From an optimization exercise on the open Yosys and OpenROAD flow, aimed at small area, a short achievable clock period and few clock cycles; shortcuts taken in it are not production practice.
In this exercise RTL edits were held to simulation tests only and were not proved equivalent to the original.
Power figures rest on the tool's default switching activity, not on a simulated workload.

Setup of build 40:
## fcodec
module fcodec (
    input  wire         clk,
    input  wire         rst,             
    input  wire         cfg_variant_b,   
    input  wire         cfg_deadline,    
    input  wire [3:0]   cfg_retry_limit, 
    input  wire         cfg_rx_verify,
    input  wire         cfg_rx_unstuff,
    input  wire         cfg_b_countbyte, 
    input  wire         cmd_valid,
    output wire         cmd_ready,
    input  wire [7:0]   cmd_op,
    input  wire [2:0]   cmd_name,
    input  wire [7:0]   cmd_dev,
    input  wire [3:0]   cmd_count,
    input  wire [95:0]  cmd_values,      
    output reg          busy,
    output reg          done,
    output reg          err,
    output reg  [3:0]   fault,
    output reg  [1:0]   finfo,
    output reg  [2:0]   rcount,
    output reg          rvalid,
    output wire [101:0] rv,              
    output reg          tx_valid,
    input  wire         tx_ready,
    output reg  [7:0]   tx_data,
  ...
==> flow/config.mk <==
export PLATFORM = sky130hd
export DESIGN_NAME = fcodec
export DESIGN_NICKNAME = fcodec
export VERILOG_FILES = /design/flow/design.v
export SDC_FILE = /design/flow/constraint.sdc
export NUM_CORES = 4
export LEC_CHECK = 0
export ABC_AREA = 1
export CAP_MARGIN = 20
export CORE_MARGIN = 2
export CORE_UTILIZATION = 40
export CTS_CLUSTER_DIAMETER = 80
export CTS_CLUSTER_SIZE = 25
export PLACE_DENSITY = 0.6
export SETUP_SLACK_MARGIN = 5
export SLEW_MARGIN = 20
==> flow/constraint.sdc <==
create_clock -name core_clock -period 8.0 [get_ports {clk}]
set_input_delay 1.6000 -clock core_clock [delete_from_list [all_inputs] [get_ports {clk}]]
set_output_delay 1.6000 -clock core_clock [all_outputs]
set_load 0.01 [all_outputs]
standard.sh (not shown) runs the stock make flow with config.mk's settings and CLKGATE_MAP_FILE= SYNTH_SCRIPT=/design/flow/synth_recipe.tcl, a recipe that flattens the netlist after the stock synthesis.
==> flow/flow/run.sh <==
#!/bin/bash
# Standard ORFS layout (the standard.sh, unchanged synthesis), with the
# port buffers inserted by global placement taken from the plain buffer
# sky130_fd_sc_hd__buf_1 instead of the default choice.
set -euo pipefail
export BUFFER_PORTS_ARGS="-buffer_cell sky130_fd_sc_hd__buf_1"
bash standard.sh finish > standard.log 2>&1
Testbench counts of build 40, summed over its fixed seeds: cycles 99,641.
Input changes introduced in trial 5 (baseline for comparison: build 40):
-- flow/design.v --
<<< build 40, line 100
            nv_b = (cnt > 3'd4) ? 3'd4 : cnt;
    end
    wire [95:0] vals = {rvr[5][15:0], rvr[4][15:0], rvr[3][15:0],
                        rvr[2][15:0], rvr[1][15:0], rvr[0][15:0]};
    wire [3:0]  k2    = gidx[3:0] - 4'd5;                  
    wire [3:0]  vi    = vb ? {k2[3] ^ sb, k2[2:0]} : (gidx[3:0] - 4'd6);
    wire [7:0]  vbyte = vals[{vi, 3'b000} +: 8];
    wire        bval  = is_wr && (k2[2:0] < {nv_b[1:0], 1'b0} || nv_b[2]);
    wire pa = !vb;
>>> trial 5, line 100
            nv_b = (cnt > 3'd4) ? 3'd4 : cnt;
    end
    wire [3:0]  k2     = gidx[3:0] - 4'd5;                 
    wire        hi_sel = gidx[0] ^ vb;                     
    wire [7:0]  vbyte  = hi_sel ? rvr[0][15:8] : rvr[0][7:0];
    wire        bval  = is_wr && (k2[2:0] < {nv_b[1:0], 1'b0} || nv_b[2]);
    wire pa = !vb;
<<< build 40, line 170
    wire       any_n    = rx_any | rxvq;
    wire       cks_ok_n = (d_take && kpos == kcks_pos) ? (rxq == sum) : cks_ok;
    reg [5:0] f_en;
    always @(*) begin
        f_en = 6'd0;
        if (!vb) begin
            for (i = 0; i < 6; i = i + 1)
                f_en[i] = (kpos == 5'd8 + 2*i);
        end else if (!sb) begin
            for (i = 0; i < 4; i = i + 1)
                f_en[i] = (kpos == 5'd7 + 2*i);
        end else begin
            f_en[4] = (kpos == 5'd7);
            f_en[5] = (kpos == 5'd9);
        end
    end
    wire        f_wr  = rxvq && !is_wr;
    wire [15:0] f_u   = {rxq, lo_q};
    wire        f_big = (rxq > 8'h17) || (rxq == 8'h17 && lo_gt70);
>>> trial 5, line 168
    wire       any_n    = rx_any | rxvq;
    wire       cks_ok_n = (d_take && kpos == kcks_pos) ? (rxq == sum) : cks_ok;
    wire        f_hi  = vb ? (kpos[0] && kpos >= 5'd7 && kpos <= (sb ? 5'd9 : 5'd13))
                           : (!kpos[0] && kpos >= 5'd8 && kpos <= 5'd18);
    wire        rx_shift = d_take && !is_wr && f_hi;
    wire [15:0] f_u   = {rxq, lo_q};
    wire        f_big = (rxq > 8'h17) || (rxq == 8'h17 && lo_gt70);
<<< build 40, line 190
    wire [16:0] f_san = !cls ? (f_big ? 17'd0 : {1'b0, f_u})
                             : {f_neg, f_u};
    wire rx_live = busy && waiting && !rx_req;
    task complete;
>>> trial 5, line 176
    wire [16:0] f_san = !cls ? (f_big ? 17'd0 : {1'b0, f_u})
                             : {f_neg, f_u};
    wire g_adv    = busy && !waiting && tx_ready && !tx_last && !g_stuff;
    wire nb_val   = vb ? (b_pay && bval) : (a_val && is_wr);
    wire tx_shift = g_adv && nb_val && hi_sel;
    wire b_rx     = vb && !is_wr;
    wire shift    = tx_shift || rx_shift;
    wire sh_lo    = shift && !(b_rx && sb);
    wire sh_hi    = shift && !(b_rx && !sb);
    wire ins3     = b_rx && !sb;
    wire rx_live = busy && waiting && !rx_req;
    task complete;
<<< build 40, line 261
            end
        end
        for (i = 0; i < 6; i = i + 1)
            if (f_wr && f_en[i])
                rvr[i] <= f_san;
        if (kill) begin
            busy     <= 1'b0;
>>> trial 5, line 255
            end
        end
        if (sh_lo) begin
            rvr[0] <= rvr[1];
            rvr[1] <= rvr[2];
            rvr[2] <= rvr[3];
            rvr[3] <= ins3 ? f_san : rvr[4];
        end
        if (sh_hi) begin
            rvr[4] <= rvr[5];
            rvr[5] <= f_san;
        end
        if (kill) begin
            busy     <= 1'b0;
==> run summary <==
- On largest stage delay on the critical path: between build 40 and trial 5, it ends up lower for trial 5.
- Lower layout cell share with drive strength beyond 1 among build 40 and trial 5: build 40
- Trial 5 supports a higher top clock frequency than build 40.
- Looking at time the worst path needs with I/O delays and setup, trial 5 sits below build 40.
- Compare build 40 and trial 5 | effective utilization at floorplan lower: trial 5
- On share of the yosys chip area belonging to registers: between build 40 and trial 5, it ends up higher for trial 5.
- Compared to build 40, trial 5 shows a wider setup margin.
- Power share of the clock group on trial 5 is up relative to build 40.
- The estimated power of trial 5 ends up lower than the estimate for build 40.
- [compare] base=build 40 new=trial 5: sum of met3 wire segment lengths after detailed routing has decreased; worst hold margin has decreased.
- Required time at the worst-slack endpoint for trial 5: 0.08 ns up relative to build 40
- Compared with build 40, in trial 5 routed wire length decreased by 3300 µm relative to the old numbers; cell area increased by 180 µm² relative to the old numbers.
Testbench counts of trial 5, summed over its fixed seeds: cycles 99,641.

* * *

fcodec, a different RTL version from the one above (not shown whole).
For scale: ~1,300 cells after synthesis, ~270 I/O pins.
Settings: LEC_CHECK=0, ABC_AREA=1, CAP_MARGIN=50, CORE_MARGIN=2, CORE_UTILIZATION=45, CTS_CLUSTER_DIAMETER=80, CTS_CLUSTER_SIZE=25, PLACE_DENSITY=0.65, SETUP_SLACK_MARGIN=5, SLEW_MARGIN=50; clock period 8.0 ns.
==> flow/flow/run.sh <==
#!/bin/bash
# Standard ORFS layout (the standard.sh, unchanged synthesis), with two
# changes to how the layout is optimised:
#  - the port buffers inserted at global placement are the plain buffer
#    sky130_fd_sc_hd__buf_1 instead of the default choice;
set -euo pipefail
export BUFFER_PORTS_ARGS="-buffer_cell sky130_fd_sc_hd__buf_1"
bash standard.sh SETUP_SLACK_MARGIN=5.3 finish > standard.log 2>&1
Testbench counts at the start, summed over its fixed seeds: cycles 99,641.
Rerun with:
--- a/flow/design.v
+++ b/flow/design.v
@@ -175,30 +175,32 @@
     wire        f_neg = (rxq > 8'h80) || (rxq == 8'h80 && lo_nz);
     wire [16:0] f_san = !cls ? (f_big ? 17'd0 : {1'b0, f_u})
                              : {f_neg, f_u};
     wire g_adv    = busy && !waiting && tx_ready && !tx_last && !g_stuff;
     wire nb_val   = vb ? (b_pay && bval) : (a_val && bval);
     wire tx_shift = g_adv && nb_val && hi_sel;
     wire b_rx     = vb && !is_wr;
     wire shift    = tx_pend || rx_shift;
+    wire act      = tx_valid || waiting;
     wire sh_lo    = shift && !(b_rx && sb);
     wire sh_hi    = shift && !(b_rx && !sb);
     wire ins3     = b_rx && !sb;
     wire rx_live = busy && waiting && !rx_req;
     task complete;
         input [3:0] code;
         input [1:0] info;
         begin
             fault <= code;
             finfo <= info;
             err   <= (code != F_NONE);
             done  <= 1'b1;
             busy  <= 1'b0;
             ready_r <= 1'b1;
+            waiting <= 1'b0;
         end
     endtask
     always @(posedge clk) begin
         rxq  <= rx_data;
         rxvq <= rx_valid && rx_live;
         if (!busy) begin
             vb      <= cfg_variant_b;
             uns     <= cfg_rx_unstuff;
@@ -250,38 +252,39 @@
                 if (kpos >= 5'd2)
                     sum <= sum_n;
                 cks_ok <= cks_ok_n;
             end
         end
         tx_pend <= tx_shift;
         if (tx_shift)
             vrem <= vrem - 3'd1;
-        if (busy ? sh_lo : cmd_valid) begin
-            rvr[0] <= {rvr[1][16], busy ? rvr[1][15:0] : cmd_values[15:0]};
-            rvr[1] <= {rvr[2][16], busy ? rvr[2][15:0] : cmd_values[31:16]};
-            rvr[2] <= {rvr[3][16], busy ? rvr[3][15:0] : cmd_values[47:32]};
-            rvr[3] <= ins3 ? {f_san[16], busy ? f_san[15:0] : cmd_values[63:48]}
-                           : {rvr[4][16], busy ? rvr[4][15:0] : cmd_values[63:48]};
-        end
-        if (busy ? sh_hi : cmd_valid) begin
-            rvr[4] <= {rvr[5][16], busy ? rvr[5][15:0] : cmd_values[79:64]};
-            rvr[5] <= {f_san[16],  busy ? f_san[15:0]  : cmd_values[95:80]};
+        if (act ? sh_lo : cmd_valid) begin
+            rvr[0] <= {rvr[1][16], act ? rvr[1][15:0] : cmd_values[15:0]};
+            rvr[1] <= {rvr[2][16], act ? rvr[2][15:0] : cmd_values[31:16]};
+            rvr[2] <= {rvr[3][16], act ? rvr[3][15:0] : cmd_values[47:32]};
+            rvr[3] <= ins3 ? {f_san[16], act ? f_san[15:0] : cmd_values[63:48]}
+                           : {rvr[4][16], act ? rvr[4][15:0] : cmd_values[63:48]};
+        end
+        if (act ? sh_hi : cmd_valid) begin
+            rvr[4] <= {rvr[5][16], act ? rvr[5][15:0] : cmd_values[79:64]};
+            rvr[5] <= {f_san[16],  act ? f_san[15:0]  : cmd_values[95:80]};
         end
         if (kill) begin
             busy     <= 1'b0;
             ready_r  <= 1'b1;
             done     <= 1'b0;
             err      <= 1'b0;
             fault    <= F_NONE;
             finfo    <= 2'd0;
             rcount   <= 3'd0;
             rvalid   <= 1'b0;
             tx_valid <= 1'b0;
             rx_req   <= 1'b0;
+            waiting  <= 1'b0;
         end else if (!busy) begin
             if (cmd_valid) begin
                 rvalid   <= 1'b0;
                 rcount   <= 3'd0;
                 finfo    <= 2'd0;
                 fault    <= chk_fault;
                 err      <= (chk_fault != F_NONE);
                 done     <= (chk_fault != F_NONE);
What happened:
- The new run ran to the end with no violations
- combinational power grows by 14%
- count of clock-buffer cells in the layout is lower by 2
- register-to-register slack got worse by 0.07 ns
- cell area climbs by 0.47%
- worst hold slack stays flat
- global-route usage goes down by 1.1 points
- worst setup slack got worse by 0.021 ns
- wire length decreases by about 2.7%
- power goes up by 1.7%
- clock power shrinks by about 2%
- synthesized cell count is higher by about 0.7%
- utilization falls by 0.90 points
Testbench counts after the change, summed over its fixed seeds: cycles 99,641.

* * *

## old
fcodec with an RTL version that a note above also has.
For scale: ~1300 cells after synthesis, about 200 flip-flops, about 11000 sq um of cells after synthesis.
==> flow/config.mk <==
export PLATFORM = sky130hd
export DESIGN_NAME = fcodec
export DESIGN_NICKNAME = fcodec
export VERILOG_FILES = /design/flow/design.v
export SDC_FILE = /design/flow/constraint.sdc
export NUM_CORES = 4
export LEC_CHECK = 0
export ABC_AREA = 1
export CAP_MARGIN = 50
export CORE_MARGIN = 2
export CORE_UTILIZATION = 45
export CTS_CLUSTER_DIAMETER = 80
export CTS_CLUSTER_SIZE = 25
export PLACE_DENSITY = 0.6
export SETUP_SLACK_MARGIN = 5
export SLEW_MARGIN = 50
==> flow/constraint.sdc <==
create_clock -name core_clock -period 8.0 [get_ports {clk}]
set_input_delay 1.6000 -clock core_clock [delete_from_list [all_inputs] [get_ports {clk}]]
set_output_delay 1.6000 -clock core_clock [all_outputs]
set_load 0.01 [all_outputs]
Scripts as last shown in full above: flow/flow/run.sh
Testbench counts of old, summed over its fixed seeds: cycles 99,641.
#### Input delta (new over old)
--- a/flow/design.v
+++ b/flow/design.v
@@ -95,20 +95,19 @@
     wire nsb2 = vb && (cnt > 3'd4);
     reg [2:0] nv_b;
     always @(*) begin
         if (sb)
             nv_b = {1'b0, cnt[1:0]};             
         else
             nv_b = (cnt > 3'd4) ? 3'd4 : cnt;
     end
     wire        hi_sel = gidx[0] ^ vb;                     
-    reg         tx_pend;
-    wire [7:0]  vbyte  = tx_pend ? rvr[1][7:0] : hi_sel ? rvr[0][15:8] : rvr[0][7:0];
+    wire [7:0]  vbyte  = hi_sel ? rvr[0][15:8] : rvr[0][7:0];
     wire        bval  = is_wr && (vrem != 3'd0);
     wire pa = !vb;
     wire [20:0] at;      
     genvar gp;
     generate
         for (gp = 0; gp < 21; gp = gp + 1) begin : g_at
             assign at[gp] = (gidx == gp);
         end
     endgenerate
@@ -173,35 +172,33 @@
     wire [15:0] f_u   = {rxq, lo_q};
     wire        f_big = (rxq > 8'h17) || (rxq == 8'h17 && lo_gt70);
     wire        f_neg = (rxq > 8'h80) || (rxq == 8'h80 && lo_nz);
     wire [16:0] f_san = !cls ? (f_big ? 17'd0 : {1'b0, f_u})
                              : {f_neg, f_u};
     wire g_adv    = busy && !waiting && tx_ready && !tx_last && !g_stuff;
     wire nb_val   = vb ? (b_pay && bval) : (a_val && bval);
     wire tx_shift = g_adv && nb_val && hi_sel;
     wire b_rx     = vb && !is_wr;
-    wire shift    = tx_pend || rx_shift;
-    wire act      = tx_valid || waiting;
+    wire shift    = tx_shift || rx_shift;
     wire sh_lo    = shift && !(b_rx && sb);
     wire sh_hi    = shift && !(b_rx && !sb);
     wire ins3     = b_rx && !sb;
     wire rx_live = busy && waiting && !rx_req;
     task complete;
         input [3:0] code;
         input [1:0] info;
         begin
             fault <= code;
             finfo <= info;
             err   <= (code != F_NONE);
             done  <= 1'b1;
             busy  <= 1'b0;
             ready_r <= 1'b1;
-            waiting <= 1'b0;
         end
     endtask
     always @(posedge clk) begin
         rxq  <= rx_data;
         rxvq <= rx_valid && rx_live;
         if (!busy) begin
             vb      <= cfg_variant_b;
             uns     <= cfg_rx_unstuff;
             cb      <= cfg_b_countbyte;
@@ -248,44 +245,42 @@
             escp   <= d_escp_n;
             if (d_emit) begin
                 kpos   <= kpos_n;
                 lo_q    <= rxq;
                 if (kpos >= 5'd2)
                     sum <= sum_n;
                 cks_ok <= cks_ok_n;
             end
         end
-        tx_pend <= tx_shift;
         if (tx_shift)
             vrem <= vrem - 3'd1;
-        if (act ? sh_lo : cmd_valid) begin
-            rvr[0] <= {rvr[1][16], act ? rvr[1][15:0] : cmd_values[15:0]};
-            rvr[1] <= {rvr[2][16], act ? rvr[2][15:0] : cmd_values[31:16]};
-            rvr[2] <= {rvr[3][16], act ? rvr[3][15:0] : cmd_values[47:32]};
-            rvr[3] <= ins3 ? {f_san[16], act ? f_san[15:0] : cmd_values[63:48]}
-                           : {rvr[4][16], act ? rvr[4][15:0] : cmd_values[63:48]};
-        end
-        if (act ? sh_hi : cmd_valid) begin
-            rvr[4] <= {rvr[5][16], act ? rvr[5][15:0] : cmd_values[79:64]};
-            rvr[5] <= {f_san[16],  act ? f_san[15:0]  : cmd_values[95:80]};
+        if (busy ? sh_lo : cmd_valid) begin
+            rvr[0] <= {rvr[1][16], busy ? rvr[1][15:0] : cmd_values[15:0]};
+            rvr[1] <= {rvr[2][16], busy ? rvr[2][15:0] : cmd_values[31:16]};
+            rvr[2] <= {rvr[3][16], busy ? rvr[3][15:0] : cmd_values[47:32]};
+            rvr[3] <= ins3 ? {f_san[16], busy ? f_san[15:0] : cmd_values[63:48]}
+                           : {rvr[4][16], busy ? rvr[4][15:0] : cmd_values[63:48]};
+        end
+        if (busy ? sh_hi : cmd_valid) begin
+            rvr[4] <= {rvr[5][16], busy ? rvr[5][15:0] : cmd_values[79:64]};
+            rvr[5] <= {f_san[16],  busy ? f_san[15:0]  : cmd_values[95:80]};
         end
         if (kill) begin
             busy     <= 1'b0;
             ready_r  <= 1'b1;
             done     <= 1'b0;
             err      <= 1'b0;
             fault    <= F_NONE;
             finfo    <= 2'd0;
             rcount   <= 3'd0;
             rvalid   <= 1'b0;
             tx_valid <= 1'b0;
             rx_req   <= 1'b0;
-            waiting  <= 1'b0;
         end else if (!busy) begin
             if (cmd_valid) begin
                 rvalid   <= 1'b0;
                 rcount   <= 3'd0;
                 finfo    <= 2'd0;
                 fault    <= chk_fault;
                 err      <= (chk_fault != F_NONE);
                 done     <= (chk_fault != F_NONE);
                 busy     <= (chk_fault == F_NONE);
==> comparison <==
Number of H-tree levels: new vs old identical
old → new: simple-gate area share of the yosys netlist higher; via count normalized by instance count higher; clock network area share higher; utilization after layout higher; via count higher.
Looking at cell depth of the worst hold path, new sits above old.
Testbench counts of new, summed over its fixed seeds: cycles 99,641.

## port drivers added, routing unchanged
No port has a modelled driver above. Below, the same layouts with a new extraction and two added sets of constraints. Step 1 assumes that a clkbuf_16 drives the clock port and a buf_2 every other input. Step 2 moves the port delays by t, midway between the first and last clock arrival at a register: inputs arrive t later, outputs are due t later. That takes back most of the time a late clock gives input paths. Slacks: ideal ports / drivers / drivers and shift; pairs: ideal ports / drivers.
run	t, ns	setup WS [ns]	worst slew at a driven data input, ns
build 40	0.495	4.901 / 4.928 / 4.432	0.09
trial 5	0.487	5.137 / 5.141 / 4.673	0.07
the first run of note 2	0.484	5.323 / 5.276 / 4.989	0.06
the second run of note 2	0.488	5.303 / 5.252 / 4.929	0.08
old	0.495	5.326 / 5.278 / 4.897	0.07
new	0.494	5.335 / 5.284 / 4.918	0.06
After both steps every run listed still meets setup and hold. For build 40, which loses most, drivers alone change the setup slack by +0.027 ns; drivers and shift together by -0.469 ns.
